From an optimization exercise on the open Yosys and OpenROAD flow, aimed at small area, a short achievable clock period and few clock cycles; shortcuts taken in it are not production practice. RTL that was checked went through simulation tests only; none was proved equivalent to the original. Function not checked in runs 3 to 5: the RTL went through the layout flow alone.

===== flow/flow/run.sh =====
#!/bin/bash
# Layout: the standard flow (standard.sh, unchanged synthesis) with two
# settings changed:
#  - the port buffers are buf_2 cells instead of the delay cells that
#    buffer_ports picks by default (same number of buffers, one per port)
#  - repair_timing aims at SETUP_SLACK_MARGIN ns of setup slack, so the
#    resizer keeps working on paths the 30 ns clock leaves slack on
# The clock period and constraint.sdc are the design's, unchanged.
set -euo pipefail
MARGIN=${MARGIN:-22.8}
bash standard.sh SETUP_SLACK_MARGIN=$MARGIN \
    "BUFFER_PORTS_ARGS=-buffer_cell sky130_fd_sc_hd__buf_2" \
    finish > standard_flow.log 2>&1

===== flow/standard.sh =====
#!/bin/bash
# synth_recipe.tcl (not shown) runs the flow's synth.tcl, then flattens the netlist and writes it again
# the make line also repeats each setting of config.mk as NAME=value (left out here)
make -C /OpenROAD-flow-scripts/flow DESIGN_CONFIG=/design/flow/config.mk WORK_HOME=/design/flow/orfs CLKGATE_MAP_FILE= SYNTH_SCRIPT=/design/flow/synth_recipe.tcl "${@:-finish}"

===== flow/config.mk =====
export PLATFORM = sky130hd
export DESIGN_NAME = enigma_core
export DESIGN_NICKNAME = enigma_core
export VERILOG_FILES = /design/flow/design.v
export SDC_FILE = /design/flow/constraint.sdc
export NUM_CORES = 4
export LEC_CHECK = 0
export CAP_MARGIN = 20
export CORE_MARGIN = 2
export CORE_UTILIZATION = 40
export SLEW_MARGIN = 20

===== flow/constraint.sdc =====
create_clock -name core_clock -period 30.0 [get_ports {clk}]
set_input_delay 6.0000 -clock core_clock [delete_from_list [all_inputs] [get_ports {clk}]]
set_output_delay 6.0000 -clock core_clock [all_outputs]
set_load 0.01 [all_outputs]

===== flow/design.v =====
module enigma_core (
    input  wire       clk,
    input  wire       rst,
    input  wire       cfg_we,
    input  wire [2:0] cfg_sel,
    input  wire [4:0] cfg_idx,
    input  wire [4:0] cfg_data,
    input  wire       in_valid,
    input  wire [7:0] in_data,
    output reg        in_ready,
    output wire       out_valid,
    output wire [7:0] out_data,
    input  wire       out_ready
);
    reg [129:0] rw0, rw1, rw2, refl, plg;
    reg [4:0]   nt0, nt1, nt2;
    reg [4:0]   pos0, pos1, pos2;
    function [4:0] mod26;
        input [5:0] s;
        begin
            mod26 = (s >= 6'd26) ? s - 6'd26 : s[4:0];
        end
    endfunction
    function [4:0] sub26;
        input [4:0] a;
        input [4:0] b;
        begin
            sub26 = (a >= b) ? a - b : a + 5'd26 - b;
        end
    endfunction
    function [4:0] mux32;
        input [159:0] a;
        input [4:0]   i;
        reg [79:0] b;
        reg [39:0] c;
        reg [19:0] d;
        reg [9:0]  e;
        integer k;
        begin
            for (k = 0; k < 16; k = k + 1)
                b[5*k +: 5] = i[0] ? a[10*k+5 +: 5] : a[10*k +: 5];
            for (k = 0; k < 8; k = k + 1)
                c[5*k +: 5] = i[1] ? b[10*k+5 +: 5] : b[10*k +: 5];
            for (k = 0; k < 4; k = k + 1)
                d[5*k +: 5] = i[2] ? c[10*k+5 +: 5] : c[10*k +: 5];
            for (k = 0; k < 2; k = k + 1)
                e[5*k +: 5] = i[3] ? d[10*k+5 +: 5] : d[10*k +: 5];
            mux32 = i[4] ? e[9:5] : e[4:0];
        end
    endfunction
    function [4:0] rd;
        input [129:0] t;
        input [4:0]   i;
        begin
            rd = mux32({t[129:120], t[129:120], t[129:120], t}, i);
        end
    endfunction
    function [4:0] rd1;
        input [129:0] t;
        input [4:0]   i;
        begin
            rd1 = mux32({t[129:125], t[129:125], t[124:115], t[129:125], t, t[4:0]}, i);
        end
    endfunction
    function [4:0] inv;
        input [129:0] t;
        input [4:0]   v;
        integer k;
        begin
            inv = 5'd0;
            for (k = 1; k < 26; k = k + 1)
                inv = inv | ({5{t[5*k +: 5] == v}} & k[4:0]);
        end
    endfunction
    reg  stall;
    wire adv = ~stall;
    reg       v0;
    reg [4:0] d0;
    reg       cw;
    reg [2:0] cs;
    reg [4:0] ci, cd;
    always @(posedge clk) begin
        if (rst)
            v0 <= 1'b0;
        else if (adv)
            v0 <= in_valid & in_ready & ~in_data[7] & in_data[6];
        if (adv)
            d0 <= in_data[4:0];
        cw <= cfg_we;
        cs <= cfg_sel;
        ci <= cfg_idx;
        cd <= cfg_data;
    end
    wire [4:0] cd_nt = (cd >= 5'd7) ? cd - 5'd7 : cd + 5'd19;
    genvar g;
    generate
        for (g = 0; g < 26; g = g + 1) begin : tbl
            always @(posedge clk) begin
                if (cw && ci == g) begin
                    case (cs)
                        3'd0: rw0[5*g +: 5]  <= cd;
                        3'd1: rw1[5*g +: 5]  <= cd;
                        3'd2: rw2[5*g +: 5]  <= cd;
                        3'd3: refl[5*g +: 5] <= cd;
                        3'd4: plg[5*g +: 5]  <= cd + 5'd1;
                        default: ;
                    endcase
                end
            end
        end
    endgenerate
    always @(posedge clk) begin
        if (cw && cs == 3'd5) begin
            if (ci == 5'd0) nt0 <= cd_nt;
            if (ci == 5'd1) nt1 <= cd_nt;
            if (ci == 5'd2) nt2 <= cd_nt;
        end
    end
    wire let1 = v0 && d0 != 5'd0 && d0 <= 5'd26;
    wire a0 = (pos0 == nt0);
    wire a1 = (pos1 == nt1);
    wire a2 = (pos2 == nt2);
    always @(posedge clk) begin
        if (rst) begin
            pos0 <= 5'd0;
            pos1 <= 5'd0;
            pos2 <= 5'd0;
        end else begin
            if (let1 && adv) begin
                if (a0 | a1) pos0 <= (pos0 == 5'd25) ? 5'd0 : pos0 + 5'd1;
                if (a1 | a2) pos1 <= (pos1 == 5'd25) ? 5'd0 : pos1 + 5'd1;
                pos2 <= (pos2 == 5'd25) ? 5'd0 : pos2 + 5'd1;
            end
            if (cw && cs == 3'd6) begin
                if (ci == 5'd0) pos0 <= cd;
                if (ci == 5'd1) pos1 <= cd;
                if (ci == 5'd2) pos2 <= cd;
            end
        end
    end
    wire [4:0] x1p = rd1(plg, d0);
    wire [4:0] e2  = mod26({1'b0, x1p} + {1'b0, pos2});
    wire [4:0] f2  = rd(rw2, e2);
    reg       v1;
    reg [4:0] f2r;
    always @(posedge clk) begin
        if (rst)
            v1 <= 1'b0;
        else if (adv)
            v1 <= let1;
        if (adv)
            f2r <= f2;
    end
    wire [4:0] e1 = mod26({1'b0, f2r} + {1'b0, pos1});
    wire [4:0] f1 = rd(rw1, e1);
    wire [4:0] e0 = mod26({1'b0, f1} + {1'b0, pos0});
    reg       v2;
    reg [4:0] e0r, p20, p21, p22;
    always @(posedge clk) begin
        if (rst)
            v2 <= 1'b0;
        else if (adv)
            v2 <= v1;
        if (adv) begin
            e0r <= e0;
            p20 <= pos0;
            p21 <= pos1;
            p22 <= pos2;
        end
    end
    wire [4:0] rr = rd(refl, rd(rw0, e0r));
    reg       v3;
    reg [4:0] r3, p30, p31, p32;
    always @(posedge clk) begin
        if (rst)
            v3 <= 1'b0;
        else if (adv)
            v3 <= v2;
        if (adv) begin
            r3  <= rr;
            p30 <= p20;
            p31 <= p21;
            p32 <= p22;
        end
    end
    wire [4:0] i0 = sub26(inv(rw0, r3), p30);
    reg       v4;
    reg [4:0] i0r, p41, p42;
    always @(posedge clk) begin
        if (rst)
            v4 <= 1'b0;
        else if (adv)
            v4 <= v3;
        if (adv) begin
            i0r <= i0;
            p41 <= p31;
            p42 <= p32;
        end
    end
    wire [4:0] i1 = sub26(inv(rw1, i0r), p41);
    reg       v5;
    reg [4:0] i1r, p52;
    always @(posedge clk) begin
        if (rst)
            v5 <= 1'b0;
        else if (adv)
            v5 <= v4;
        if (adv) begin
            i1r <= i1;
            p52 <= p42;
        end
    end
    wire [4:0] i2 = sub26(inv(rw2, i1r), p52);
    wire [4:0] o1 = rd(plg, i2);         
    reg       qv0, qv1;
    reg [4:0] q0, q1;
    wire      pop  = qv0 & out_ready;
    wire      push = v5 & adv;
    assign out_valid = qv0;
    assign out_data  = {3'b011, q0};
    always @(posedge clk) begin
        if (pop) begin
            q0 <= qv1 ? q1 : o1;
        end else if (!qv0) begin
            q0 <= o1;
        end
        if (push && (pop ? qv1 : qv0))
            q1 <= o1;
    end
    wire [1:0] qn = {1'b0, qv0} + {1'b0, qv1} + {1'b0, push} - {1'b0, pop};
    always @(posedge clk) begin
        if (rst) begin
            qv0      <= 1'b0;
            qv1      <= 1'b0;
            stall    <= 1'b0;
            in_ready <= 1'b0;
        end else begin
            qv0      <= qn != 2'd0;
            qv1      <= qn == 2'd2;
            stall    <= qn == 2'd2;
            in_ready <= qn != 2'd2;
        end
    end
endmodule

==> results of run 1 <==
area by class of cell:
type,instances,share of cell area [%]
antenna,1,0.005847
inverter,64,0.5643
multi-input combinational,1691,33.71
sequential,788,54.45
clock inverter,48,1.044
timing repair buffer,73,1.126
clock buffer,110,5.409
tap,1265,3.698
worst reg2reg max path, stage by stage (launching register included):
cell and delay, ns:
edfxtp_1 0.33, buf_4 0.46, xor2_1 0.25, nor3_1 0.06, nand3_1 0.19, o41ai_1 0.21
nor2_1 0.19, o311ai_0 0.31, nor4_1 0.73, ha_2 0.43, buf_4 0.34, a41o_4 0.39
o311ai_4 0.29, buf_4 0.49, mux4_2 0.61, mux2i_1 0.25, o22ai_1 0.14, or2_1 0.29
mux2_4 0.27
cells in the mapped netlist (11+ instances only):
cell      instances  area (um2)
a221oi_1         12       105.1
nand2b_1         11       68.82
clkbuf_1         81       304.0
o22ai_1          20       125.1
nor3_1           79       395.4
o21ai_0          39       195.2
buf_2            27       135.1
nor2b_1          11       68.82
mux4_2          126        2838
nor4_1           12       75.07
nor2_1          226       848.3
xor2_1          208        1822
nand3_1          82       410.4
a21oi_1          64       320.3
nand2_1          90       337.8
mux2i_1         162        1622
dfxtp_1          38       760.7
edfxtp_1        750       22520
inv_1            63       236.5
a22oi_1          33       247.7
xnor2_1         217        1901
a211oi_1         15       112.6
fa_1             13       260.3
and2_1           13       81.33
a311oi_1         11       96.34
o31ai_1          11       82.58
ha_1             56       700.7
mux2_2           29       326.6
layer usage:
layer	global-route usage (%)	vias up	part of all wire, %
met5	0	-	0.049
met4	6.851	8	3.2
met3	2.872	192	6.5
met2	34.38	896	48
met1	28.41	11878	42
li1	-	10182	-
worst max-delay path by stage:
stage,start,to,slack [ns],depth (start not counted)
after global routing,q0[4],out_data[4],22.82,1
after floorplan,out_ready,stall,22.98,3
after CTS,q0[4],out_data[4],22.82,1
after global placement,out_ready,stall,22.80,4
final,q0[4],out_data[4],22.85,1
after detailed placement,out_ready,stall,22.76,4
layout by cell type, fill, tap and decap left out, drive strengths merged, types with 80 or more instances in the layout:
master,synthesis,final
nor2,226,226
mux4,127,127
xor2,208,208
nor3,80,80
mux2i,162,162
nand3,82,82
clkbuf,81,110
xnor2,218,218
nand2,90,90
edfxtp,750,750
sequential cells by signal, indices dropped and copies added (netlist names), 130 cells and up:
name  flops
rw2     130
rw1     130
plg     130
refl    130
rw0     130
metrics by stage:
step                hold WS, ns  cell area, um2
floorplan                0.4003           38520
global placement         0.4014           39980
detailed placement       0.4045           40010
CTS                      0.4146           42770
global route             0.4175           42790
finish                   0.4102           42800
logic make-up after synthesis:
family	after synthesis	share of synthesized area, %
flip-flops	788	60.45
multiplexers	329	12.83
AO/OA/AOI/OAI	291	5.283
adder cells (fa/ha/maj)	69	2.495
buffers and inverters	199	2.290
other	2	0.01950
AND/OR/NAND/NOR	573	6.894
XOR/XNOR	426	9.737
==> results.cfg, run 1 <==
[status]
run_status = no timing/DRC/antenna violations

[critical_path]
cp-end-kind = output pin
path_cells = buf_2
cp.required_ns = 24.00
crit_arrival_ns = 1.15
r2r-start = i1r[4]
slowest_stage = edfxtp_1
cp_top_family = flip-flops
r2r_cells = 18
crit_path_max_incr_delay_ns = 0.37
reg2reg_slack_ns = 23.55
path_class = reg2out
crit_fanout = 1
worst-path-buf-inv = 1
r2r-end = q0[4]
startpoint_type = flop

[floorplanning]
die_w_um = 314.3
rows = 113
start_util_pct = 40.47
die_height_um = 314.3
fp.dieArea_mm2 = 0.09878
core-area_mm2 = 0.09515
num_io_pins = 36

[sta]
fmax_ghz = 0.1398
layout_setup_ws_ns = 22.85
fin_crit_ns = 7.154
fin_crit_sh_pct = 23.85
hold_violations = 0
slew_violations = 0
rsz0062_at_grt = false
finalClockSkew_ns = 0.03867
max_slew.worst_pin.slew_ns = 1.044
setup_viol = 0
setup_tns_ns = 0
slew_headroom_pct = 30.23

[cts]
clk_pin_slew_ns = 0.06
cts_buffer_depth = 3
cts_hold_buf = 0
cts_tree = yes
clock_latency_ns = 0.66
cts_buffers = 86
cts_root_buffer = clkbuf_16
htreeDepth = 3
post_cts_resized = 0
cts_setup_buffers = 0
numClockSinks = 788

[final_layout]
multi_input_area_mm2 = 0.01443
stdcell_count = 4040
nNetsFinal = 2799
area_growth_pct = 11.12
drive_above_1_share_pct = 14.20
fill_cells = 8295
final_core_util_pct = 44.98
regArea_mm2 = 0.02330

[global_routing]
grt-ovfl-total = 0
grt_pass1_vias = 23769
grt_pass1_wl_um = 153100
grt_start_max_net_pins = 71
antenna_found_initial = 3
grt_usage_pct = 20.82

[drt]
first_iter_violations = 2272
detail_route.wirelength_um = 103000
ant_nets = 0
vias_per_cell = 5.732
avgRoutedWirePerCell_um = 25.50
drc = 0
dr.pass1.iters = 6
num_vias = 23156

[synthesis]
ys_seq_area_share_pct = 60.45
synth.avg_cell_area_um2 = 14.39
yosysUniqueCellTypes = 80
synthCells = 2677
yosysWarnings = 1
ys_ff_latch = 788
synthFlopType = edfxtp_1
async_flop_share_pct = 0
synth_area_mm2 = 0.03851
synth_edf_count = 750

[placement]
io_buffers = 31
hpwl_um = 67510
dp_slack_ns = 22.76
gp_congestion = 0.8490
place_inst = 3881

[worst_hold_path]
worst_hold_path_type = reg2reg
hold_end = p30[2]
worstHoldPathCells = 0
worstHoldStart = p20[2]

[run]
drv_cap = 0
Testbench counts, summed over its fixed seeds: cycles 8,408.
==> run 2: changes to the inputs <==
==> flow/run.sh (new file) <==
#!/bin/bash
# synth_recipe.tcl (not shown) runs the flow's synth.tcl, then flattens the netlist and writes it again
# the make line also repeats each setting of config.mk as NAME=value (left out here)
make -C /OpenROAD-flow-scripts/flow DESIGN_CONFIG=/design/flow/config.mk WORK_HOME=/design/flow/orfs CLKGATE_MAP_FILE= SYNTH_SCRIPT=/design/flow/synth_recipe.tcl finish
removed: flow/flow/run.sh
removed: flow/standard.sh
==> run 2 against run 1 <==
Compared with the run above: die area is the same; flip-flop and latch count is the same; final cell count is essentially flat; count of clock-buffer cells in the layout shrank 4; wire length shrank 0.81%; register-to-register slack lost 0.21 ns.
==> results.cfg, run 2 <==
[status]
run_status = no timing/DRC/antenna violations

[critical_path]
reg2reg_slack_ns = 23.34
cp_top_family = buffers and inverters
path_class = reg2out
path_cells = clkdlybuf4s50_1
slowest_stage = clkdlybuf4s50_1
crit_fanout = 3
startpoint_type = flop
crit_path_max_incr_delay_ns = 0.55
cp.required_ns = 24.00
cp-end-kind = output pin
worst-path-buf-inv = 1
crit_arrival_ns = 1.55

[sta]
max_slew.worst_pin.slew_ns = 1.070
rsz0062_at_grt = false
setup_viol = 0
slew_headroom_pct = 28.50
fmax_ghz = 0.1325
hold_violations = 0
slew_violations = 0
fin_crit_ns = 7.548
setup_tns_ns = 0
layout_setup_ws_ns = 22.45
finalClockSkew_ns = 0.02890
fin_crit_sh_pct = 25.16

[final_layout]
stdcell_count = 4041
multi_input_area_mm2 = 0.01443
final_core_util_pct = 45.12
regArea_mm2 = 0.02330
drive_above_1_share_pct = 13.30
fin_area_mm2 = 0.04294
nNetsFinal = 2798
area_growth_pct = 11.49
fill_cells = 8266
layout_commonest_cell = edfxtp_1
layout_common_cells = edfxtp_1, nor2_1, xnor2_1

[cts]
cts_buffers = 86
cts_root_buffer = clkbuf_16
clock_latency_ns = 0.66
htreeDepth = 3
cts_setup_buffers = 0
cts_hold_buf = 0
post_cts_resized = 0
cts_buffer_depth = 3
numClockSinks = 788
clk_pin_slew_ns = 0.06
cts_tree = yes

[global_routing]
grt_usage_pct = 20.68
grt-ovfl-total = 0
grt_start_max_net_pins = 71
antenna_found_initial = 3
grt_pass1_vias = 23651
grt_pass1_wl_um = 152400

[placement]
gp_congestion = 0.8863
place_inst = 3880
dp_slack_ns = 22.42
hpwl_um = 67060
io_buffers = 31
place_area_mm2 = 0.04015

[worst_hold_path]
worst_hold_path_type = reg2reg

[drt]
drc = 0
vias_per_cell = 5.684
dr.pass1.iters = 6
avgRoutedWirePerCell_um = 25.29
first_iter_violations = 2171
detail_route.wirelength_um = 102200
ant_nets = 0
num_vias = 22970

[floorplanning]
die_w_um = 314.3
die_height_um = 314.3
num_io_pins = 36
fp.dieArea_mm2 = 0.09878
rows = 113
start_util_pct = 40.47
core-area_mm2 = 0.09515

[synthesis]
synth-xor-area-share_pct = 9.737
synth_area_mm2 = 0.03851
synth_fa_ha_area_share_pct = 2.495
synth_top_area_share_pct = 58.48
yosysUniqueCellTypes = 80
async_flop_share_pct = 0
synth_compound_area_share_pct = 5.283
synthCells = 2677
synthMuxAreaShare_pct = 12.83
synthSimpleGateAreaFrac_pct = 6.894
synthFlopType = edfxtp_1
synth.area.top_cells = edfxtp_1, mux4_2, xnor2_1, xor2_1, mux2i_1
synth.avg_cell_area_um2 = 14.39
ys_seq_area_share_pct = 60.45
synth_edf_count = 750
yosysMostFrequentCell = edfxtp_1
yosysWarnings = 1
synth_top_area_cell = edfxtp_1
synth_top_family_by_area = multiplexers
ys_top_cells_by_count = edfxtp_1, nor2_1, xnor2_1
ys_ff_latch = 788

[run]
drv_cap = 0
run 2: per-layer routing:
| metal | share of wire [%] | up-vias | global-route usage, % |
|---|---|---|---|
| met4 | 3.2 | 0 | 7.090 |
| met5 | 0 | - | 0 |
| met2 | 48 | 840 | 34.18 |
| met1 | 43 | 11775 | 27.87 |
| li1 | - | 10172 | - |
| met3 | 6.2 | 183 | 3.162 |
run 2: kinds of logic after synthesis:
| family | after synthesis |
|---|---|
| flip-flops | 788 |
| AND/OR/NAND/NOR | 573 |
| AO/OA/AOI/OAI | 291 |
| other | 2 |
| buffers and inverters | 199 |
| multiplexers | 329 |
| adder cells (fa/ha/maj) | 69 |
| XOR/XNOR | 426 |
run 2: worst paths after layout:
kind | from | end | cells after the start
max reg2reg | i1r[2] | q0[4] | 18
min reg2reg | p31[2] | p41[2] | 0
max | qv0 | out_valid | 1
min | p31[2] | p41[2] | 0
run 2: per-stage QoR:
| step | hold WS [ns] |
|---|---|
| 4_1_cts | 0.4180 |
| 2_1_floorplan | 0.4003 |
| 3_3_place_gp | 0.4033 |
| 3_5_place_dp | 0.4045 |
| 5_1_grt | 0.4222 |
| 6_report | 0.4182 |
run 2: final cells by class:
cell class,count,share of cell area (%)
flip-flops and latches,788,54.27
multi-input cells,1691,33.60
clock buffers,106,5.210
well taps,1265,3.686
repair buffers,72,1.440
clock inverters,53,1.215
inverters,64,0.5653
diodes,2,0.01166
run 2: worst reg2reg max path: cells and delay by family, from the launching register on:
| kind | cells | cell delay, ns |
|---|---|---|
| AND/OR/NAND/NOR | 5 | 1.61 |
| AO/OA/AOI/OAI | 5 | 1.39 |
| buffers and inverters | 3 | 1.29 |
| multiplexers | 3 | 1.12 |
| adder cells (fa/ha/maj) | 1 | 0.45 |
| flip-flops | 1 | 0.32 |
| XOR/XNOR | 1 | 0.23 |
==> run 3: changes to the inputs <==
--- a/flow/design.v
+++ b/flow/design.v
@@ -169,7 +169,7 @@
         end
     end
-    wire [4:0] rr = rd(refl, rd(rw0, e0r));
+    wire [4:0] j0 = inv(rw0, rd(refl, rd(rw0, e0r)));
     reg       v3;
-    reg [4:0] r3, p30, p31, p32;
+    reg [4:0] j3, p30, p31, p32;
     always @(posedge clk) begin
         if (rst)
@@ -178,5 +178,5 @@
             v3 <= v2;
         if (adv) begin
-            r3  <= rr;
+            j3  <= j0;
             p30 <= p20;
             p31 <= p21;
@@ -184,7 +184,7 @@
         end
     end
-    wire [4:0] i0 = sub26(inv(rw0, r3), p30);
+    wire [4:0] i1 = sub26(inv(rw1, sub26(j3, p30)), p31);
     reg       v4;
-    reg [4:0] i0r, p41, p42;
+    reg [4:0] i1r, p42;
     always @(posedge clk) begin
         if (rst)
@@ -193,28 +193,14 @@
             v4 <= v3;
         if (adv) begin
-            i0r <= i0;
-            p41 <= p31;
+            i1r <= i1;
             p42 <= p32;
         end
     end
-    wire [4:0] i1 = sub26(inv(rw1, i0r), p41);
-    reg       v5;
-    reg [4:0] i1r, p52;
-    always @(posedge clk) begin
-        if (rst)
-            v5 <= 1'b0;
-        else if (adv)
-            v5 <= v4;
-        if (adv) begin
-            i1r <= i1;
-            p52 <= p42;
-        end
-    end
-    wire [4:0] i2 = sub26(inv(rw2, i1r), p52);
+    wire [4:0] i2 = sub26(inv(rw2, i1r), p42);
     wire [4:0] o1 = rd(plg, i2);         
     reg       qv0, qv1;
     reg [4:0] q0, q1;
     wire      pop  = qv0 & out_ready;
-    wire      push = v5 & adv;
+    wire      push = v4 & adv;
     assign out_valid = qv0;
     assign out_data  = {3'b011, q0};
==> flow/flow/run.sh (new file) <==
#!/bin/bash
# Layout: the standard flow (standard.sh, unchanged synthesis) with these
# settings changed:
#  - the port buffers are buf_2 cells instead of the delay cells that
#    buffer_ports picks by default (same number of buffers, one per port)
#  - repair_timing aims at SETUP_SLACK_MARGIN ns of setup slack, so the
#    resizer keeps working on paths the 30 ns clock leaves slack on
#  - larger clock-tree sink clusters (fewer, fuller leaf buffers)
# The clock period and constraint.sdc are the design's, unchanged.
set -euo pipefail
bash standard.sh SETUP_SLACK_MARGIN=22.9 \
    "BUFFER_PORTS_ARGS=-buffer_cell sky130_fd_sc_hd__buf_2" \
    CTS_CLUSTER_SIZE=30 CTS_CLUSTER_DIAMETER=100 \
    finish > standard_flow.log 2>&1
==> flow/standard.sh (new file) <==
#!/bin/bash
# synth_recipe.tcl (not shown) runs the flow's synth.tcl, then flattens the netlist and writes it again
# the make line also repeats each setting of config.mk as NAME=value (left out here)
make -C /OpenROAD-flow-scripts/flow DESIGN_CONFIG=/design/flow/config.mk WORK_HOME=/design/flow/orfs CLKGATE_MAP_FILE= SYNTH_SCRIPT=/design/flow/synth_recipe.tcl "${@:-finish}"
removed: flow/run.sh
==> run 3 against run 2 <==
Compared with the run above: setup slack better by 0.35 ns; still clean on timing, DRC and antenna; worst hold slack improved by 0.010 ns; area after synthesis decreased by 1.1%; highest routed layer unchanged.
==> results.cfg, run 3 <==
[final_layout]
area_growth_pct = 6.569
stdcell_count = 3857
diodes = 0
final_core_util_pct = 42.85
layout_commonest_cell = edfxtp_1
nNetsFinal = 2663
layout_common_cells = edfxtp_1, xor2_1, nor2_1
fill_cells = 8504
drive_above_1_share_pct = 13.97

[critical_path]
r2r_cells = 21
cp_top_family = flip-flops
crit_arrival_ns = 1.19
crit_cells = 1
r2r-end = q0[4]
crit_path_max_incr_delay_ns = 0.39
worst-path-buf-inv = 1
cp-end-kind = output pin
path_class = reg2out
crit_start = q0[0]
startpoint_type = flop
crit_fanout = 1
cp.required_ns = 24.00
r2r-start = i1r[0]
endpoint = out_data[0]
slowest_stage = edfxtp_1
path_cells = buf_2
reg2reg_slack_ns = 23.45

[worst_hold_path]
worst_hold_path_type = reg2reg

[drt]
detail_route.wirelength_um = 99120
ant_nets = 0
wl_met3_um = 5760
dr.max_layer_used = met4
first_iter_violations = 2334
wl_met2_um = 47780
drc = 0
dr.pass1.iters = 6
avgRoutedWirePerCell_um = 25.70
vias_per_cell = 5.695
wl_met1_um = 43560
num_vias = 21967

[synthesis]
ys_seq_area_share_pct = 59.89
yosysWarnings = 1
synth_area_mm2 = 0.03809
ys_top_cells_by_count = edfxtp_1, xor2_1, nor2_1
synth_top_area_cell = edfxtp_1
yosysMostFrequentCell = edfxtp_1
synth.avg_cell_area_um2 = 14.71
ys_ff_latch = 772
synth.area.top_cells = edfxtp_1, mux4_2, xor2_1, xnor2_1, mux2i_1
synth_top_area_share_pct = 57.94
synth_edf_count = 735
yosysUniqueCellTypes = 81
synthCells = 2590
async_flop_share_pct = 0
synthFlopType = edfxtp_1

[status]
run_status = no timing/DRC/antenna violations

[cts]
htreeDepth = 1
cts_buffer_depth = 3
cts_root_buffer = clkbuf_16
cts_tree = yes
numClockSinks = 772
clock_latency_ns = 0.67
clk_pin_slew_ns = 0.11
cts_hold_buf = 0
cts_buffers = 31

[sta]
hold_violations = 0
slew_headroom_pct = 26.79
layout_setup_ws_ns = 22.81
fmax_ghz = 0.1390
rsz0062_at_grt = true
fin_crit_sh_pct = 23.98
setup_tns_ns = 0
setup_viol = 0
fin_crit_ns = 7.194
max_slew.worst_pin.slew_ns = 1.098
finalClockSkew_ns = 0.02635
slew_violations = 0

[placement]
io_buffers = 31
dp_slack_ns = 22.74
gp_congestion = 0.8896
hpwl_um = 67130
place_inst = 3796

[global_routing]
grt_pass1_wl_um = 145800
grt_usage_pct = 19.83
grt_start_max_net_pins = 79
grt_pass1_vias = 21850
antenna_found_initial = 0
grt-ovfl-total = 0

[floorplanning]
die_height_um = 312.6
fp.dieArea_mm2 = 0.09771
num_io_pins = 36
rows = 113
die_w_um = 312.6
start_util_pct = 40.21
core-area_mm2 = 0.09473

[run]
drv_cap = 0
[run 3: changes by cell type in the layout (fill, tap and decap cells not counted), sizes merged, moves of 18 or more]
cell / change
buf: +35
mux4: +27
mux2i: -51
a22oi: -28
o21ai: +23
clkinv: -31
nor2: -18
clkbuf: -56
clkdlybuf4s50: -31
nand4: +24
nor3: -29
nand3: -34
[run 3: what timing repair did]
action / in CTS / in global routing
setup buffers: 1 / 1
resized for setup: 4 / 0
setup endpoints to repair: 7 / 7
[run 3: metrics by stage]
step / instance area (um2) / hold slack, ns
2_1_floorplan: 38100 / 0.4003
3_3_place_gp: 39560 / 0.4024
3_5_place_dp: 39570 / 0.4045
4_1_cts: 40540 / 0.4278
5_1_grt: 40590 / 0.4272
6_report: 40590 / 0.4285
[run 3: worst min path at each step]
| stage | to | slack [ns] | from | depth (start not counted) |
|---|---|---|---|---|
| floorplan | p30[0] | 0.40 | p20[0] | 0 |
| global placement | p31[2] | 0.40 | p21[2] | 0 |
| detailed placement | p31[3] | 0.40 | p21[3] | 0 |
| CTS | p31[1] | 0.43 | p21[1] | 0 |
| global route | p31[1] | 0.43 | p21[1] | 0 |
| finish | p31[1] | 0.43 | p21[1] | 0 |
[run 3: metal layers]
metal / up-vias / GRT usage (%)
met4: 0 / 4.241
li1: 9682 / -
met5: - / 0
met3: 108 / 1.845
met1: 11377 / 28.14
met2: 800 / 33.31
[run 3: area by class of cell]
class | instances | area, um2 | share of cell area, %
Timing Repair Buffer | 76 | 509.2 | 1.254
Tap cell | 1265 | 1583 | 3.899
Clock buffer | 50 | 857.1 | 2.111
Sequential cell | 772 | 22830 | 56.25
Clock inverter | 8 | 92.59 | 0.2281
Inverter | 61 | 229.0 | 0.5641
Multi-Input combinational cell | 1625 | 14490 | 35.70
[run 3: cell families after synthesis]
group,synth area share [%]
flip-flops,59.89
buffers and inverters,2.470
XOR/XNOR,9.861
multiplexers,13.58
other,0.01972
adder cells (fa/ha/maj),2.536
AND/OR/NAND/NOR,6.760
AO/OA/AOI/OAI,4.888
==> run 4: changes to the inputs <==
--- a/flow/design.v
+++ b/flow/design.v
@@ -142,11 +142,16 @@
     wire [4:0] e2  = mod26({1'b0, x1p} + {1'b0, pos2});
     wire [4:0] f2  = rd(rw2, e2);
-    reg       v1;
+    reg       v1, s10, s11;
     reg [4:0] f2r;
     always @(posedge clk) begin
-        if (rst)
-            v1 <= 1'b0;
-        else if (adv)
-            v1 <= let1;
+        if (rst) begin
+            v1  <= 1'b0;
+            s10 <= 1'b0;
+            s11 <= 1'b0;
+        end else if (adv) begin
+            v1  <= let1;
+            s10 <= let1 & (a0 | a1);
+            s11 <= let1 & (a1 | a2);
+        end
         if (adv)
             f2r <= f2;
@@ -155,21 +160,20 @@
     wire [4:0] f1 = rd(rw1, e1);
     wire [4:0] e0 = mod26({1'b0, f1} + {1'b0, pos0});
-    reg       v2;
-    reg [4:0] e0r, p20, p21, p22;
-    always @(posedge clk) begin
-        if (rst)
-            v2 <= 1'b0;
-        else if (adv)
-            v2 <= v1;
-        if (adv) begin
+    reg       v2, s21;
+    reg [4:0] e0r;
+    always @(posedge clk) begin
+        if (rst) begin
+            v2  <= 1'b0;
+            s21 <= 1'b0;
+        end else if (adv) begin
+            v2  <= v1;
+            s21 <= s11;
+        end
+        if (adv)
             e0r <= e0;
-            p20 <= pos0;
-            p21 <= pos1;
-            p22 <= pos2;
-        end
     end
     wire [4:0] j0 = inv(rw0, rd(refl, rd(rw0, e0r)));
     reg       v3;
-    reg [4:0] j3, p30, p31, p32;
+    reg [4:0] j3, p30;
     always @(posedge clk) begin
         if (rst)
@@ -179,12 +183,11 @@
         if (adv) begin
             j3  <= j0;
-            p30 <= p20;
-            p31 <= p21;
-            p32 <= p22;
-        end
-    end
-    wire [4:0] i1 = sub26(inv(rw1, sub26(j3, p30)), p31);
+            p30 <= sub26(pos0, {4'd0, s10});
+        end
+    end
+    wire [4:0] p41 = sub26(pos1, {4'd0, s11} + {4'd0, s21});
+    wire [4:0] i1  = sub26(inv(rw1, sub26(j3, p30)), p41);
     reg       v4;
-    reg [4:0] i1r, p42;
+    reg [4:0] i1r;
     always @(posedge clk) begin
         if (rst)
@@ -192,11 +195,10 @@
         else if (adv)
             v4 <= v3;
-        if (adv) begin
+        if (adv)
             i1r <= i1;
-            p42 <= p32;
-        end
-    end
-    wire [4:0] i2 = sub26(inv(rw2, i1r), p42);
-    wire [4:0] o1 = rd(plg, i2);         
+    end
+    wire [4:0] p52 = sub26(pos2, {4'd0, v1} + {4'd0, v2} + {4'd0, v3});
+    wire [4:0] i2  = sub26(inv(rw2, i1r), p52);
+    wire [4:0] o1  = rd(plg, i2);        
     reg       qv0, qv1;
     reg [4:0] q0, q1;
==> run 4 against run 3 <==
Compared with the run above: critical endpoint is now out_data[3]; non-clock buffer count rose by 2; utilization increased by 0.33 points; flip-flop and latch count shrank 27.
==> results.cfg, run 4 <==
[synthesis]
ys_top_cells_by_count = edfxtp_1, xnor2_1, nor2_1, xor2_1, nand2_1
synth_top_area_cell = edfxtp_1
yosysUniqueCellTypes = 91
synthFlopType = edfxtp_1
synth.avg_cell_area_um2 = 13.99
ys_ff_latch = 745
synth_edf_count = 705
synth.area.top_cells = edfxtp_1, mux4_2, xnor2_1, xor2_1, mux2i_1
synth_top_area_share_pct = 55.66
async_flop_share_pct = 0
yosysMostFrequentCell = edfxtp_1
synth_area_mm2 = 0.03804
ys_seq_area_share_pct = 57.76
yosysWarnings = 1
synthCells = 2719

[placement]
gp_congestion = 0.8691
place_inst = 3925
io_buffers = 31
hpwl_um = 68830

[critical_path]
crit_path_max_incr_delay_ns = 0.38
cp.required_ns = 24.00
path_class = reg2out
crit_arrival_ns = 1.12
cp-end-kind = output pin
path_cells = buf_2
cp_top_family = flip-flops
worst-path-buf-inv = 1
slowest_stage = edfxtp_1
crit_cells = 1
crit_fanout = 1
r2r_cells = 15
startpoint_type = flop

[drt]
avgRoutedWirePerCell_um = 25.74
drc = 0
vias_per_cell = 5.787
num_vias = 23084
first_iter_violations = 2551
ant_nets = 0
detail_route.wirelength_um = 102700
dr.pass1.iters = 5

[global_routing]
grt_start_max_net_pins = 81
grt_pass1_wl_um = 151300
grt_usage_pct = 20.63
grt-ovfl-total = 0
grt_pass1_vias = 23195
antenna_found_initial = 3

[run]
drv_cap = 0

[cts]
numClockSinks = 745
clock_latency_ns = 0.61
cts_hold_buf = 0
cts_buffer_depth = 3
clk_pin_slew_ns = 0.10
cts_root_buffer = clkbuf_16
cts_buffers = 35
cts_tree = yes
htreeDepth = 2

[floorplanning]
core-area_mm2 = 0.09459
die_height_um = 312.4
num_io_pins = 36
rows = 113
start_util_pct = 40.21
die_w_um = 312.4
fp.dieArea_mm2 = 0.09758

[final_layout]
area_growth_pct = 7.382
drive_above_1_share_pct = 13.86
stdcell_count = 3989
nNetsFinal = 2827
layout_commonest_cell = edfxtp_1
layout_common_cells = edfxtp_1, xnor2_1, nor2_1

[status]
run_status = no timing/DRC/antenna violations

[sta]
slew_violations = 0
slew_headroom_pct = 22.72
hold_violations = 0
finalClockSkew_ns = 0.04624
fin_crit_ns = 7.122
rsz0062_at_grt = true
setup_tns_ns = 0
fin_crit_sh_pct = 23.74
max_slew.worst_pin.slew_ns = 1.149
fmax_ghz = 0.1404
setup_viol = 0

[worst_hold_path]
worst_hold_path_type = reg2reg
worstHoldPathCells = 2
run 4: repair_timing:
item	in CTS	in global routing
endpoints found under the setup margin	6	11
resized for setup	1	4
setup buffers	0	1
run 4: cells by family (layout without fill, tap and decap cells):
family	count (synthesis)	count (layout)	share of synthesized area, %
AOI/OAI and AO/OA	305	305	5.457
xor gates and xnor gates	422	422	9.717
adders and majority gates	103	103	3.724
buffers and inverters	227	228	2.602
DFF	745	745	57.76
muxes	319	319	13.35
other	2	6	0.01974
and+or+nand+nor	596	596	7.365
run 4: final timing paths:
path	startpoint	to	slack, ns
max	q0[3]	out_data[3]	22.88
max reg2reg	e0r[1]	j3[3]	23.22
min reg2reg	s10	s10	0.48
min	s10	s10	0.48
run 4: layout make-up:
| type | count | area (um2) |
|---|---|---|
| Antenna cell | 3 | 7.507 |
| Clock buffer | 41 | 919.6 |
| Clock inverter | 19 | 267.8 |
| Fill cell | 8409 | 53740 |
| Inverter | 90 | 337.8 |
| Multi-Input combinational cell | 1748 | 15220 |
| Sequential cell | 745 | 21990 |
| Tap cell | 1265 | 1583 |
| Timing Repair Buffer | 78 | 514.2 |
run 4: worst register-to-register path, cell delays in order (launching register included):
cell and delay (ns):
edfxtp_1 0.35, buf_4 0.56, mux4_1 0.72, a22oi_1 0.34, a221o_1 0.41, nand3_2 0.43, buf_4 0.42, mux2_2 0.30
o211ai_1 0.09, a32oi_1 0.49, nand3_4 0.55, xnor2_1 0.31, nor4_1 0.99, a221oi_1 0.23, o211ai_1 0.26, or4b_1 0.17
run 4: through the flow:
step | setup slack (ns) | hold WS (ns) | util, % | area (um2)
floorplan | 22.99 | 0.4491 | - | 38040
global placement | 22.73 | 0.4710 | 41.87 | 39600
detailed placement | 22.69 | 0.4659 | 41.87 | 39600
CTS | 22.84 | 0.4804 | 43.13 | 40790
global route | 22.81 | 0.5114 | 43.17 | 40840
finish | 22.88 | 0.4776 | 43.18 | 40840
run 4: layer usage:
| metal | GRT usage, % | vias to the layer above | routed length [um] |
|---|---|---|---|
| met5 | 0 | - | 0 |
| met4 | 6.075 | 0 | 3009 |
| met3 | 2.873 | 147 | 6529 |
| met2 | 33.53 | 907 | 48520 |
| met1 | 28.89 | 11878 | 44600 |
| li1 | - | 10152 | - |
==> run 5: changes to the inputs <==
--- a/flow/design.v
+++ b/flow/design.v
@@ -77,7 +77,8 @@
     reg       v0;
     reg [4:0] d0;
-    reg       cw;
-    reg [2:0] cs;
-    reg [4:0] ci, cd;
+    wire       cw = cfg_we;
+    wire [2:0] cs = cfg_sel;
+    wire [4:0] ci = cfg_idx;
+    wire [4:0] cd = cfg_data;
     always @(posedge clk) begin
         if (rst)
@@ -87,8 +88,4 @@
         if (adv)
             d0 <= in_data[4:0];
-        cw <= cfg_we;
-        cs <= cfg_sel;
-        ci <= cfg_idx;
-        cd <= cfg_data;
     end
     wire [4:0] cd_nt = (cd >= 5'd7) ? cd - 5'd7 : cd + 5'd19;
@@ -142,16 +139,11 @@
     wire [4:0] e2  = mod26({1'b0, x1p} + {1'b0, pos2});
     wire [4:0] f2  = rd(rw2, e2);
-    reg       v1, s10, s11;
+    reg       v1;
     reg [4:0] f2r;
     always @(posedge clk) begin
-        if (rst) begin
-            v1  <= 1'b0;
-            s10 <= 1'b0;
-            s11 <= 1'b0;
-        end else if (adv) begin
-            v1  <= let1;
-            s10 <= let1 & (a0 | a1);
-            s11 <= let1 & (a1 | a2);
-        end
+        if (rst)
+            v1 <= 1'b0;
+        else if (adv)
+            v1 <= let1;
         if (adv)
             f2r <= f2;
@@ -160,20 +152,21 @@
     wire [4:0] f1 = rd(rw1, e1);
     wire [4:0] e0 = mod26({1'b0, f1} + {1'b0, pos0});
-    reg       v2, s21;
-    reg [4:0] e0r;
-    always @(posedge clk) begin
-        if (rst) begin
-            v2  <= 1'b0;
-            s21 <= 1'b0;
-        end else if (adv) begin
-            v2  <= v1;
-            s21 <= s11;
-        end
-        if (adv)
+    reg       v2;
+    reg [4:0] e0r, p20, p21, p22;
+    always @(posedge clk) begin
+        if (rst)
+            v2 <= 1'b0;
+        else if (adv)
+            v2 <= v1;
+        if (adv) begin
             e0r <= e0;
+            p20 <= pos0;
+            p21 <= pos1;
+            p22 <= pos2;
+        end
     end
     wire [4:0] j0 = inv(rw0, rd(refl, rd(rw0, e0r)));
     reg       v3;
-    reg [4:0] j3, p30;
+    reg [4:0] j3, p30, p31, p32;
     always @(posedge clk) begin
         if (rst)
@@ -183,11 +176,12 @@
         if (adv) begin
             j3  <= j0;
-            p30 <= sub26(pos0, {4'd0, s10});
-        end
-    end
-    wire [4:0] p41 = sub26(pos1, {4'd0, s11} + {4'd0, s21});
-    wire [4:0] i1  = sub26(inv(rw1, sub26(j3, p30)), p41);
+            p30 <= p20;
+            p31 <= p21;
+            p32 <= p22;
+        end
+    end
+    wire [4:0] i1 = sub26(inv(rw1, sub26(j3, p30)), p31);
     reg       v4;
-    reg [4:0] i1r;
+    reg [4:0] i1r, p42;
     always @(posedge clk) begin
         if (rst)
@@ -195,26 +189,27 @@
         else if (adv)
             v4 <= v3;
-        if (adv)
+        if (adv) begin
             i1r <= i1;
-    end
-    wire [4:0] p52 = sub26(pos2, {4'd0, v1} + {4'd0, v2} + {4'd0, v3});
-    wire [4:0] i2  = sub26(inv(rw2, i1r), p52);
-    wire [4:0] o1  = rd(plg, i2);        
+            p42 <= p32;
+        end
+    end
+    wire [4:0] i2 = sub26(inv(rw2, i1r), p42);
+    wire [4:0] o1 = rd(plg, i2);         
     reg       qv0, qv1;
     reg [4:0] q0, q1;
-    wire      pop  = qv0 & out_ready;
     wire      push = v4 & adv;
     assign out_valid = qv0;
     assign out_data  = {3'b011, q0};
-    always @(posedge clk) begin
-        if (pop) begin
-            q0 <= qv1 ? q1 : o1;
-        end else if (!qv0) begin
+    wire stall_n = out_ready ? (qv1 & push) : (qv0 & (qv1 ^ push));
+    always @(posedge clk) begin
+        if (qv0) begin
+            if (out_ready)
+                q0 <= qv1 ? q1 : o1;
+        end else begin
             q0 <= o1;
         end
-        if (push && (pop ? qv1 : qv0))
+        if (push && (out_ready ? qv1 : qv0))
             q1 <= o1;
     end
-    wire [1:0] qn = {1'b0, qv0} + {1'b0, qv1} + {1'b0, push} - {1'b0, pop};
     always @(posedge clk) begin
         if (rst) begin
@@ -224,8 +219,8 @@
             in_ready <= 1'b0;
         end else begin
-            qv0      <= qn != 2'd0;
-            qv1      <= qn == 2'd2;
-            stall    <= qn == 2'd2;
-            in_ready <= qn != 2'd2;
+            qv0      <= out_ready ? (qv1 | push) : (qv0 | push);
+            qv1      <= stall_n;
+            stall    <= stall_n;
+            in_ready <= ~stall_n;
         end
     end
--- a/flow/flow/run.sh
+++ b/flow/flow/run.sh
@@ -6,9 +6,9 @@
 #  - repair_timing aims at SETUP_SLACK_MARGIN ns of setup slack, so the
 #    resizer keeps working on paths the 30 ns clock leaves slack on
-#  - larger clock-tree sink clusters (fewer, fuller leaf buffers)
+#  - larger clock-tree sink clusters, no dummy loads
 # The clock period and constraint.sdc are the design's, unchanged.
 set -euo pipefail
 bash standard.sh SETUP_SLACK_MARGIN=22.9 \
     "BUFFER_PORTS_ARGS=-buffer_cell sky130_fd_sc_hd__buf_2" \
-    CTS_CLUSTER_SIZE=30 CTS_CLUSTER_DIAMETER=100 \
+    "CTS_ARGS=-sink_clustering_enable -repair_clock_nets -sink_clustering_size 24 -sink_clustering_max_diameter 100 -dont_use_dummy_load" \
     finish > standard_flow.log 2>&1
==> run 5 against run 4 <==
Compared with the run above: still clean on timing, DRC and antenna; critical endpoint is now out_data[2]; highest routed layer is now met5; critical path depth unchanged; design area increased by 3.1%; register-to-register slack improved by 0.10 ns; setup slack got worse by 0.0058 ns; sequential share of layout area decreased by 0.35 points; count of clock-buffer cells in the layout decreased by 3.
==> results.cfg, run 5 <==
[sta]
fin_crit_sh_pct = 23.76
max_slew.worst_pin.slew_ns = 1.033
slew_headroom_pct = 31.12
fin_crit_ns = 7.128
rsz0062_at_grt = true
setup_viol = 0
fmax_ghz = 0.1403
setup_tns_ns = 0
finalClockSkew_ns = 0.04378
slew_violations = 0
hold_violations = 0

[cts]
htreeDepth = 2
clk_pin_slew_ns = 0.10
cts_buffer_depth = 3
clock_latency_ns = 0.61
numClockSinks = 758
cts_root_buffer = clkbuf_16
cts_tree = yes
cts_buffers = 38

[global_routing]
grt_usage_pct = 21.13
antenna_found_initial = 6
grt-ovfl-total = 0
grt_pass1_wl_um = 154100
grt_start_max_net_pins = 81
grt_pass1_vias = 22852

[placement]
io_buffers = 31
hpwl_um = 68590
gp_congestion = 0.8327
place_inst = 3855

[drt]
dr.pass1.iters = 5
wl_met2_um = 50870
wl_met3_um = 6530
vias_per_cell = 5.826
avgRoutedWirePerCell_um = 26.66
num_vias = 22856
drc = 0
dr.max_layer_used = met5
wl_met1_um = 43850
ant_nets = 0
detail_route.wirelength_um = 104600
first_iter_violations = 2356

[synthesis]
ys_ff_latch = 758
yosysWarnings = 1
synth_area_mm2 = 0.03792
synthCells = 2666
yosysMostFrequentCell = edfxtp_1
synth_top_area_cell = edfxtp_1
synth_edf_count = 735
async_flop_share_pct = 0
synth.area.top_cells = edfxtp_1, mux4_2, xnor2_1, xor2_1, mux2i_1
yosysUniqueCellTypes = 89
synth_top_area_share_pct = 58.20
synthFlopType = edfxtp_1
ys_top_cells_by_count = edfxtp_1, xnor2_1, xor2_1
ys_seq_area_share_pct = 59.42
synth.avg_cell_area_um2 = 14.22

[final_layout]
nNetsFinal = 2766
area_growth_pct = 11.08
layout_commonest_cell = edfxtp_1
final_core_util_pct = 45.00
fill_cells = 8227
diodes = 0
drive_above_1_share_pct = 21.21
stdcell_count = 3923
layout_common_cells = edfxtp_1, xnor2_1, xor2_1

[floorplanning]
num_io_pins = 36
fp.dieArea_mm2 = 0.09728
die_height_um = 311.9
rows = 112
core-area_mm2 = 0.09361
die_w_um = 311.9
start_util_pct = 40.51

[worst_hold_path]
worst_hold_path_type = reg2reg

[critical_path]
crit_path_max_incr_delay_ns = 0.39
crit_arrival_ns = 1.13
worst-path-buf-inv = 1
cp_top_family = flip-flops
path_class = reg2out
startpoint_type = flop
cp-end-kind = output pin
slowest_stage = edfxtp_1
cp.required_ns = 24.00
crit_fanout = 1
path_cells = buf_2

[run]
drv_cap = 0

[status]
run_status = no timing/DRC/antenna violations
==> run 5: layer usage <==
| layer | GRT usage [%] | vias up |
|---|---|---|
| met2 | 35.14 | 803 |
| met1 | 28.71 | 11832 |
| met5 | 0 | - |
| li1 | - | 10049 |
| met3 | 3.141 | 166 |
| met4 | 6.337 | 6 |
==> run 5: cells by family after synthesis <==
logic type | Yosys count | share of synthesized area (%)
buffers and inverters | 209 | 2.498
other | 2 | 0.01980
multiplexers | 291 | 12.80
AND/OR/NAND/NOR | 622 | 7.899
AO/OA/AOI/OAI | 295 | 5.147
flip-flops | 758 | 59.42
adder cells (fa/ha/maj) | 69 | 2.494
XOR/XNOR | 420 | 9.721
==> run 5: cell type report <==
type / instances / area [um2] / area share, %
timing repair buffer: 106 / 905.9 / 2.151
tap: 1254 / 1569 / 3.725
timing repair inverter: 1 / 5.005 / 0.01188
multi-input combinational: 1703 / 15920 / 37.79
clock buffer: 38 / 950.9 / 2.257
inverter: 63 / 240.2 / 0.5703
sequential: 758 / 22530 / 53.49
==> run 5: what timing repair did <==
action	CTS	global route
pin swaps	6	7
gates resized for setup	63	18
setup buffers	12	14
cloned	3	1
hold buffers	0	0
endpoints found under the setup margin	756	258
==> run 5: final timing paths <==
| kind | slack (ns) | depth (start not counted) | endpoint | start |
|---|---|---|---|---|
| worst min register to register | 0.43 | 0 | p30[2] | p20[2] |
| worst max-delay path | 22.87 | 1 | out_data[2] | q0[2] |
| worst min-delay path | 0.43 | 0 | p30[2] | p20[2] |
| worst max register to register | 23.32 | 14 | j3[2] | e0r[1] |
==> run 5: per-stage QoR <==
| step | setup slack, ns | instance area (um2) | hold WS (ns) |
|---|---|---|---|
| after global routing | 22.74 | 42120 | 0.4357 |
| final | 22.87 | 42120 | 0.4252 |
| after global placement | 21.26 | 40450 | 0.4041 |
| after CTS | 22.77 | 41870 | 0.4284 |
| after floorplan | 22.71 | 39170 | 0.4003 |
| after detailed placement | 21.12 | 40480 | 0.4064 |
==> run 6: changes to the inputs <==
--- a/flow/design.v
+++ b/flow/design.v
@@ -77,8 +77,7 @@
     reg       v0;
     reg [4:0] d0;
-    wire       cw = cfg_we;
-    wire [2:0] cs = cfg_sel;
-    wire [4:0] ci = cfg_idx;
-    wire [4:0] cd = cfg_data;
+    reg       cw;
+    reg [2:0] cs;
+    reg [4:0] ci, cd;
     always @(posedge clk) begin
         if (rst)
@@ -88,4 +87,8 @@
         if (adv)
             d0 <= in_data[4:0];
+        cw <= cfg_we;
+        cs <= cfg_sel;
+        ci <= cfg_idx;
+        cd <= cfg_data;
     end
     wire [4:0] cd_nt = (cd >= 5'd7) ? cd - 5'd7 : cd + 5'd19;
==> run 6 against run 5 <==
Compared with the run above: still clean on timing, DRC and antenna; area after synthesis increased by 0.62%; critical path depth unchanged; register-to-register slack gained 0.13 ns; final cell count shrank 0.97%; worst hold slack worse by 0.0014 ns; critical endpoint is now out_data[4]; highest routed layer unchanged.
==> results.cfg, run 6 <==
[status]
run_status = no timing/DRC/antenna violations

[critical_path]
crit_cells = 1
r2r-start = p30[0]
cp_top_family = flip-flops
cp-end-kind = output pin
r2r_cells = 26
worst-path-buf-inv = 1
path_class = reg2out
crit_path_max_incr_delay_ns = 0.38
path_cells = buf_2
r2r-end = i1r[4]
startpoint_type = flop
crit_arrival_ns = 1.12
reg2reg_slack_ns = 23.45
crit_fanout = 1
slowest_stage = edfxtp_1
cp.required_ns = 24.00

[worst_hold_path]
worst_hold_path_type = reg2reg
hold_end = p30[1]
worstHoldPathCells = 0
worstHoldStart = p20[1]

[floorplanning]
start_util_pct = 40.28
fp.dieArea_mm2 = 0.09787
die_w_um = 312.8
rows = 113
num_io_pins = 36
die_height_um = 312.8
core-area_mm2 = 0.09473

[drt]
drc = 0
ant_nets = 0
dr.pass1.iters = 5
num_vias = 22068
first_iter_violations = 2078
vias_per_cell = 5.680
detail_route.wirelength_um = 98510
avgRoutedWirePerCell_um = 25.36

[final_layout]
layout_common_cells = edfxtp_1, xnor2_1, nor2_1
nNetsFinal = 2715
drive_above_1_share_pct = 12.61
fin_area_mm2 = 0.04063
layout_commonest_cell = edfxtp_1
area_growth_pct = 6.496

[sta]
fmax_ghz = 0.1404
finalClockSkew_ns = 0.03255
fin_hold_ws_ns = 0.4237
fin_crit_sh_pct = 23.73
setup_tns_ns = 0
hold_violations = 0
fin_crit_ns = 7.120
rsz0062_at_grt = true
max_slew.worst_pin.slew_ns = 1.021
layout_setup_ws_ns = 22.88
slew_violations = 0
slew_headroom_pct = 31.91
setup_viol = 0

[synthesis]
ys_top_cells_by_count = edfxtp_1, xnor2_1, nor2_1
async_flop_share_pct = 0
synthCells = 2644
synthFlopType = edfxtp_1
synth.avg_cell_area_um2 = 14.43
synth_top_area_share_pct = 57.85
ys_ff_latch = 772
synth_top_area_cell = edfxtp_1
synth_area_mm2 = 0.03815
ys_seq_area_share_pct = 59.79
yosysWarnings = 1
synth_edf_count = 735
synth.area.top_cells = edfxtp_1, mux4_2, xnor2_1, xor2_1, mux2i_1
yosysMostFrequentCell = edfxtp_1
yosysUniqueCellTypes = 82

[cts]
clk_pin_slew_ns = 0.09
clock_latency_ns = 0.59
htreeDepth = 2
cts_buffers = 38
cts_buffer_depth = 3
cts_root_buffer = clkbuf_16
cts_tree = yes
cts_hold_buf = 0
numClockSinks = 772

[global_routing]
antenna_found_initial = 4
grt_usage_pct = 19.90
grt_pass1_wl_um = 146400
grt-ovfl-total = 0
grt_pass1_vias = 22484
grt_start_max_net_pins = 77

[placement]
io_buffers = 31
place_area_mm2 = 0.03964
gp_congestion = 0.8534
hpwl_um = 65810
dp_slack_ns = 22.73

[run]
drv_cap = 0
## run 6: through the flow
step                instances  utilization [%]
finish                   3885            42.89
global route             3885            42.89
CTS                      3881            42.85
detailed placement       3843            41.85
global placement         3843            41.83
floorplan                2645                -
## run 6: repair_timing
action	4_1_cts	5_1_grt
endpoints found under the setup margin	6	7
buffers inserted	0	1
gates resized for setup	1	1
## run 6: layout make-up
class / instances / area (um2)
diodes: 2 / 5.005
clock buffers: 38 / 950.9
inverters: 68 / 255.2
fillers: 8503 / 54100
multi-input cells: 1667 / 14530
well taps: 1265 / 1583
repair buffers: 73 / 478.0
flip-flops and latches: 772 / 22830
## run 6: worst max path at each step
stage	slack [ns]	to	startpoint
6_report	22.88	out_data[4]	q0[4]
4_1_cts	22.84	out_data[4]	q0[4]
5_1_grt	22.84	out_data[4]	q0[4]
3_3_place_gp	22.84	q1[1]	out_ready
3_5_place_dp	22.73	q1[1]	out_ready
2_1_floorplan	23.10	q1[0]	out_ready
## run 6: cells by family (layout without fill, tap and decap cells)
group                    count (synthesis)  after routing  synth area share [%]
other                                    2              5               0.01968
flip-flops                             772            772                 59.79
AND/OR/NAND/NOR                        553            553                 6.949
XOR/XNOR                               428            428                 9.825
multiplexers                           335            335                 13.52
AO/OA/AOI/OAI                          279            279                 4.870
buffers and inverters                  206            179                 2.545
adder cells (fa/ha/maj)                 69             69                 2.479
## run 6: metal layers
layer  routed length, um  track usage, %
met1               41320           26.69
met2               47370           33.17
met3                6202           2.733
met4                3604           7.188
met5                  11               0
Testbench counts of run 6, summed over its fixed seeds: cycles 8,376.
==> run 7: changes to the inputs <==
--- a/flow/design.v
+++ b/flow/design.v
@@ -156,5 +156,5 @@
     wire [4:0] e0 = mod26({1'b0, f1} + {1'b0, pos0});
     reg       v2;
-    reg [4:0] e0r, p20, p21, p22;
+    reg [4:0] e0r, p20, p21;
     always @(posedge clk) begin
         if (rst)
@@ -166,10 +166,9 @@
             p20 <= pos0;
             p21 <= pos1;
-            p22 <= pos2;
         end
     end
     wire [4:0] j0 = inv(rw0, rd(refl, rd(rw0, e0r)));
     reg       v3;
-    reg [4:0] j3, p30, p31, p32;
+    reg [4:0] j3, p30, p31;
     always @(posedge clk) begin
         if (rst)
@@ -181,10 +180,9 @@
             p30 <= p20;
             p31 <= p21;
-            p32 <= p22;
         end
     end
     wire [4:0] i1 = sub26(inv(rw1, sub26(j3, p30)), p31);
     reg       v4;
-    reg [4:0] i1r, p42;
+    reg [4:0] i1r;
     always @(posedge clk) begin
         if (rst)
@@ -194,6 +192,14 @@
         if (adv) begin
             i1r <= i1;
-            p42 <= p32;
-        end
+        end
+    end
+    reg [4:0] p42;
+    always @(posedge clk) begin
+        if (rst)
+            p42 <= 5'd0;
+        else if (cw && cs == 3'd6 && ci == 5'd2)
+            p42 <= cd;
+        else if (adv && v3)
+            p42 <= (p42 == 5'd25) ? 5'd0 : p42 + 5'd1;
     end
     wire [4:0] i2 = sub26(inv(rw2, i1r), p42);
==> flow/flow/run.sh (replaced) <==
#!/bin/bash
# Layout: the standard flow (standard.sh, unchanged synthesis) with these
# settings changed:
#  - the port buffers are buf_2 cells instead of the delay cells that
#    buffer_ports picks by default (same number of buffers, one per port)
#  - repair_timing aims at SETUP_SLACK_MARGIN ns of setup slack, so the
#    resizer keeps working on paths the 30 ns clock leaves slack on
#  - clock tree: larger sink clusters, no dummy loads
# The clock period and constraint.sdc are the design's, unchanged.
set -euo pipefail
bash standard.sh SETUP_SLACK_MARGIN=22.9 \
    "BUFFER_PORTS_ARGS=-buffer_cell sky130_fd_sc_hd__buf_2" \
    "CTS_ARGS=-sink_clustering_enable -repair_clock_nets -sink_clustering_size 24 -sink_clustering_max_diameter 100 -dont_use_dummy_load"  \
    finish > standard_flow.log 2>&1
==> run 7 against run 6 <==
Compared with the run above: count of clock-buffer cells in the layout stayed put; clock skew is 0.040 ns higher.
==> results.cfg, run 7 <==
[synthesis]
synth_top_area_share_pct = 57.16
yosysMostFrequentCell = edfxtp_1
async_flop_share_pct = 0
ys_ff_latch = 762
synthFlopType = edfxtp_1
synth_area_mm2 = 0.03782
synthCells = 2673
synth_top_area_cell = edfxtp_1
yosysUniqueCellTypes = 76
synth_edf_count = 720
ys_seq_area_share_pct = 59.38
synth.avg_cell_area_um2 = 14.15
ys_top_cells_by_count = edfxtp_1, xnor2_1, nor2_1
synth.area.top_cells = edfxtp_1, mux4_2, xnor2_1, xor2_1, mux2i_1
yosysWarnings = 1

[final_layout]
drive_above_1_share_pct = 12.84
stdcell_count = 3910
area_growth_pct = 6.748
layout_common_cells = edfxtp_1, xnor2_1, nor2_1
fill_cells = 8358
layout_commonest_cell = edfxtp_1
nNetsFinal = 2754

[drt]
wl_met3_um = 6412
ant_nets = 0
avgRoutedWirePerCell_um = 25.64
wl_met1_um = 43120
num_vias = 22588
dr.max_layer_used = met4
drc = 0
wl_met2_um = 47670
detail_route.wirelength_um = 100300
dr.pass1.iters = 5
first_iter_violations = 2466
vias_per_cell = 5.777

[critical_path]
worst-path-buf-inv = 1
cp-end-kind = output pin
cp.required_ns = 24.00
path_class = reg2out
endpoint = out_data[2]
reg2reg_slack_ns = 23.45
crit_arrival_ns = 1.13
crit_start = q0[2]
r2r-end = f2r[0]
r2r_cells = 16
crit_path_max_incr_delay_ns = 0.38
cp_top_family = flip-flops
startpoint_type = flop
r2r-start = d0[1]
path_cells = buf_2
slowest_stage = edfxtp_1
crit_fanout = 1
crit_cells = 1

[cts]
clk_pin_slew_ns = 0.09
cts_root_buffer = clkbuf_16
cts_tree = yes
cts_hold_buf = 0
htreeDepth = 2
clock_latency_ns = 0.60
numClockSinks = 762
cts_buffers = 38
cts_buffer_depth = 3

[placement]
dp_slack_ns = 22.78
gp_congestion = 0.8516
io_buffers = 31
place_inst = 3869
hpwl_um = 67310

[sta]
rsz0062_at_grt = true
hold_violations = 0
fin_crit_sh_pct = 23.77
max_slew.worst_pin.slew_ns = 1.096
fin_crit_ns = 7.132
layout_setup_ws_ns = 22.87
setup_viol = 0
fin_hold_ws_ns = 0.4270
finalClockSkew_ns = 0.07214
setup_tns_ns = 0
slew_headroom_pct = 26.91
fmax_ghz = 0.1402
slew_violations = 0

[global_routing]
grt_pass1_vias = 22804
grt_usage_pct = 20.24
antenna_found_initial = 0
grt_start_max_net_pins = 84
grt_pass1_wl_um = 148300
grt-ovfl-total = 0

[floorplanning]
start_util_pct = 40.47
rows = 112
core-area_mm2 = 0.09347
die_w_um = 311.5
num_io_pins = 36
fp.dieArea_mm2 = 0.09704
die_height_um = 311.5

[worst_hold_path]
worst_hold_path_type = reg2reg

[status]
run_status = no timing/DRC/antenna violations

[run]
drv_cap = 0
[run 7: routing by layer]
metal | vias to the layer above | track usage [%]
met1 | 11665 | 27.89
met3 | 158 | 3.035
met5 | - | 0
li1 | 9955 | -
met2 | 810 | 33.10
met4 | 0 | 6.225
[run 7: per-stage QoR]
step	area (um2)	utilization, %
after CTS	40350	43.17
after global placement	39390	42.14
final	40380	43.20
after floorplan	37830	-
after detailed placement	39390	42.14
after global routing	40370	43.19
[run 7: kinds of logic (layout without fill, tap and decap cells)]
family | after synthesis | after routing | synth area share [%]
and+or+nand+nor | 616 | 616 | 7.721
xor gates and xnor gates | 423 | 423 | 9.815
AOI/OAI and AO/OA | 280 | 280 | 4.909
other | 2 | 4 | 0.01986
DFF | 762 | 762 | 59.38
muxes | 296 | 296 | 12.98
adders and majority gates | 71 | 71 | 2.567
buffers and inverters | 223 | 204 | 2.607
[run 7: worst min-delay path by stage]
stage | endpoint | start | depth (start not counted)
after CTS | p30[0] | p20[0] | 0
after global routing | p30[0] | p20[0] | 0
final | p30[0] | p20[0] | 0
after floorplan | p30[0] | p20[0] | 0
after detailed placement | p31[1] | p21[1] | 0
after global placement | p31[2] | p21[2] | 0
[run 7: area by class of cell]
| cell class | instances | area (um2) | share of cell area (%) |
|---|---|---|---|
| antenna | 1 | 2.502 | 0.006198 |
| clock buffer | 38 | 950.9 | 2.355 |
| inverter | 82 | 307.8 | 0.7623 |
| multi-input combinational | 1689 | 14510 | 35.94 |
| sequential | 762 | 22480 | 55.68 |
| tap | 1254 | 1569 | 3.886 |
| timing repair buffer | 84 | 553.0 | 1.370 |
[run 7: timing repair]
item	CTS	global route
gates resized for setup	1	1
buffers inserted	1	1
endpoints found under the setup margin	6	7
Testbench counts of run 7, summed over its fixed seeds: cycles 8,376.

static timing again, ports no longer ideal:
In the flow no input, the clock included, has a driving cell. The finished layouts below were timed again as built, in two steps.
Step 1, drivers: a clkbuf_16 drives clk and a buf_2 each remaining input, both assumed.
Step 2 also shifts input and output timing later by t, the mid clock arrival at the registers, as if the neighbouring blocks saw the same clock.
Slacks: ideal / step 1 / step 2; pairs: ideal / step 1.
| run | shift t [ns] | slack for setup (ns) | worst data-port slew with drivers (ns) |
|---|---|---|---|
| run 1 | 0.710 | 22.845 / 22.774 / 22.738 | 0.10 |
| run 2 | 0.708 | 22.452 / 22.387 / 22.414 | 0.04 |
| run 3 | 0.722 | 22.806 / 22.736 / 22.731 | 0.09 |
| run 4 | 0.657 | 22.878 / 22.815 / 22.720 | 0.03 |
| run 5 | 0.660 | 22.872 / 22.802 / 22.171 | 0.15 |
| run 6 | 0.645 | 22.880 / 22.815 / 22.768 | 0.12 |
| run 7 | 0.631 | 22.868 / 22.807 / 22.810 | 0.05 |
After both steps every run listed still meets setup and hold. The setup slack of run 5, which loses most, moves by -0.070 ns with the drivers and by -0.701 ns with both steps.
